Source: an optimization exercise on an open RTL-to-GDS flow (aim: small area, a short achievable clock period and few clock cycles). Production flows keep margins and buffers that such runs may drop. In this exercise RTL edits were held to simulation tests only and were not proved equivalent to the original.

== old ==
==> flow/design.v (excerpt) <==
module soc16_core (
    input  wire        clk,
    input  wire        rst,           
    input  wire [8:0]  code_size,     
    output reg         mem_req,
    output reg         mem_we,
    output reg  [7:0]  mem_addr,
    output reg  [15:0] mem_wdata,
    input  wire        mem_ready,
    input  wire [15:0] mem_rdata,
    output reg         in_req,
    input  wire        in_valid,
    input  wire        in_eof,
    input  wire        in_abort,
    input  wire [15:0] in_data,
    output reg         out_valid,
    output reg  [15:0] out_data,
    input  wire        cancel,
    output reg         halted,
    output reg         faulted,
    output reg  [3:0]  fault_code,
    output reg  [15:0] fault_pc,
    output reg  [15:0] fault_word
);
    localparam [3:0] F_MEM_OOB    = 4'd1,
                     F_JUMP       = 4'd3,
                     F_MEM_TARGET = 4'd4,
                     F_DIV_ZERO   = 4'd5,
                     F_OVERFLOW   = 4'd6,
                     F_OPCODE     = 4'd7,
                     F_INTERRUPT  = 4'd8,
                     F_EOF        = 4'd9;
    reg        st_x;       
    reg        st_m;       
    reg        st_div;     
    reg        st_rd;      
    reg [8:0]  cs;         
    reg        iv;         
    reg [15:0] ir;         
  ...
Size in the first run: about 130 I/O pins, roughly 30000 um^2 of cells after synthesis.
Settings: LEC_CHECK=0, CAP_MARGIN=20, CORE_MARGIN=2, CORE_UTILIZATION=40, SLEW_MARGIN=20; clock period 16.0 ns.
standard.sh (not shown) runs the stock make flow with config.mk's settings and CLKGATE_MAP_FILE= SYNTH_SCRIPT=/design/flow/synth_recipe.tcl, a recipe that flattens the netlist after the stock synthesis.
==> flow/flow/run.sh <==
#!/bin/bash
set -euo pipefail
bash standard.sh SETUP_SLACK_MARGIN=11.5 finish > flow_make.log 2>&1
Testbench counts of old, summed over its fixed seeds: cycles 120,201.
Here is what was changed in the inputs of new compared with old.
diff --git a/flow/design.v b/flow/design.v
--- a/flow/design.v
+++ b/flow/design.v
@@ -224,14 +224,16 @@
     reg        st_m;       
     reg        st_div;     
     reg        st_rd;      
     reg [8:0]  cs;         
     reg        iv;         
     reg [15:0] ir;         
     reg [8:0]  ipc;        
+    reg [8:0]  ipc1;       
+    reg        pt;         
     reg [15:0] ra_sel;     
     reg [15:0] rb_sel;
     reg [8:0]  fq;         
     reg [7:0]  maddr;      
     reg        mwe;        
     reg [15:0] dq;         
     reg [3:0]  ld_rx;      
@@ -254,17 +256,15 @@
         .ra_data (ra_data),
         .rb_sel  (rb_sel),
         .rb_data (rb_data),
         .we      (rf_we),
         .wdata   (rf_wdata)
     );
     wire        alu_sub = (op == 4'h7);
-    wire [15:0] alu_b   = (op == 4'h5 || op == 4'h1) ? simm :
-                          (op == 4'hB) ? {7'd0, ipc1} : rb_data;
-    wire [8:0]  ipc1    = ipc + 9'd1;
+    wire [15:0] alu_b   = (op == 4'h5) ? simm : rb_data;
     wire [16:0] alu_res;
     wire        alu_co;
     soc16_add #(17) u_alu (.a({ra_data[15], ra_data}), .b({alu_b[15], alu_b} ^ {17{alu_sub}}),
                            .cin(alu_sub), .s(alu_res), .cout(alu_co));
     wire        alu_ovf = alu_res[16] != alu_res[15];
     wire        md_start;
     wire        md_done;
@@ -315,16 +315,15 @@
     wire        f_pt     = (f_op == 4'hB);
     wire        f_use_ry = (f_op == 4'h4) || (f_op == 4'h6) || (f_op == 4'h7) ||
                            (f_op == 4'h8) || (f_op == 4'h9) || (f_op == 4'hA);
     wire [15:0] f_dx     = 16'd1 << mem_rdata[11:8];
     wire [15:0] f_dy     = 16'd1 << mem_rdata[7:4];
     wire [15:0] f_dz     = 16'd1 << mem_rdata[3:0];
     wire        f_mul    = (f_op == 4'h8);
-    wire        f_none   = (f_op == 4'h1) || (f_op == 4'hB);    
-    wire [15:0] f_sa     = f_none ? 16'd1 : f_mul ? f_dz : f_use_ry ? f_dy : f_dx;
+    wire [15:0] f_sa     = f_mul ? f_dz : f_use_ry ? f_dy : f_dx;
     wire [15:0] f_sb     = f_mul ? f_dy : (f_op == 4'h4) ? f_dx : f_dz;
     wire        xg = st_x && iv && !cancel && !pc_oob && !ovf_pend;    
     reg        go_fault;
     reg [3:0]  nf_code;
     reg        go_halt;
     always @(*) begin
         go_fault = 1'b0;
@@ -373,17 +372,18 @@
                 go_fault = 1'b1; nf_code = F_INTERRUPT;
             end else if (in_eof) begin
                 go_fault = 1'b1; nf_code = F_EOF;
             end
         end
     end
     wire        ld_ir    = (st_x && !(iv && (i_read || i_md))) || (st_div && md_done);
-    wire        redirect = iv && (i_jumpi || (op[3:2] == 2'b11 && br_taken));
-    wire [8:0]  raddr    = i_jumpi ? ra_data[8:0] : {1'b0, imm};
-    wire [15:0] x_val    = alu_res[15:0];
+    wire        redirect = iv && (i_jumpi || (op[3:2] == 2'b11 || op == 4'hB) && (br_taken != pt));
+    wire [8:0]  raddr    = i_jumpi ? ra_data[8:0] : br_taken ? {1'b0, imm} : ipc1;
+    wire [15:0] x_val    = (op == 4'h1) ? simm :
+                           (op == 4'hB) ? {7'd0, ipc1} : alu_res[15:0];
     wire [15:0] md_val   = (op == 4'h9) ? md_quot : md_rem;
     assign rf_wdata = ({16{st_m}}   & mem_rdata) |
                       ({16{st_rd}}  & in_data) |
                       ({16{st_div}} & md_val) |
                       ({16{st_x}}   & x_val);
     wire        x_wr     = (op == 4'h1) || (op == 4'hB) || (op == 4'h5) || (op == 4'h6) || (op == 4'h7);
     wire        rx_we    = st_rd || (st_div && md_done) || (st_x && iv && x_wr);
@@ -438,14 +438,16 @@
             ovf_pend  <= xg && (op == 4'h5 || op == 4'h6 || op == 4'h7) && alu_ovf;
             fq        <= nxt_fq;
             maddr     <= nxt_m ? nxt_acc_addr : nxt_fq[7:0];
             mwe       <= n_m && nxt_acc_we;
             if (ld_ir) begin
                 ir      <= mem_rdata;
                 ipc     <= fetch_addr;
+                ipc1    <= fetch_addr + 9'd1;
+                pt      <= f_pt;
                 ra_sel  <= f_sa;
                 rb_sel  <= f_sb;
                 iv      <= mem_ready && !redirect;
             end
             if (st_rd && in_valid)
                 iv <= 1'b0;
             if (go_halt)
Results
Looking at the reports, new completed the entire flow and the layout it produced met the timing, DRC and antenna checks. old ended with every stage complete and zero timing, DRC or antenna violations. new vs old — design area climbed slightly. Cmp old and new / initial antenna violation count / lower: old. There was hardly any difference in detailed-route wire length between new and old. Of old and new, new shows the higher via count of the first global-routing pass, with old below it. NOTE via count old->new decreased slightly. Against old as the reference, new delivers a lower delay of the slowest critical-path stage. In new relative to old, number of synthesized register bits had gone up by a few percent. Compared to old, new has number of cells on the critical path 6 higher. Placeable core region, old and new: lower on old. old and new ended up with nearly the same initial cell density of the core. NOTE non-clock buffer count old->new increased slightly. On count of multi-input combinational gates, old and new are basically level.
Testbench counts of new, summed over its fixed seeds: cycles 120,201.

[separate check: timing with driven ports]
In the flow no input, the clock included, has a driving cell. The finished layouts below were timed again as built, in two steps.
Step 1, drivers: a clkbuf_16 drives clk and a buf_2 each remaining input, both assumed.
Step 2 adds t to the input delays and takes it off the output delays; t is the mean of the earliest and latest rising clock arrival at the registers after step 1. Input paths then give back, and output paths get back, about the clock's delay inside the block.
Three values: ideal ports, drivers, drivers and shift; two values: the first two.
| run | shift t [ns] | setup WS [ns] | slew at the worst register clock pin (ns) |
|---|---|---|---|
| old | 0.680 | 11.411 / 11.411 / 10.814 | 0.08 / 0.08 |
| new | 0.691 | 11.374 / 11.374 / 10.786 | 0.07 / 0.07 |
After both steps setup and hold are still met in every run listed. For old, which loses most, drivers alone change the setup slack by 0.000 ns; drivers and shift together by -0.597 ns.
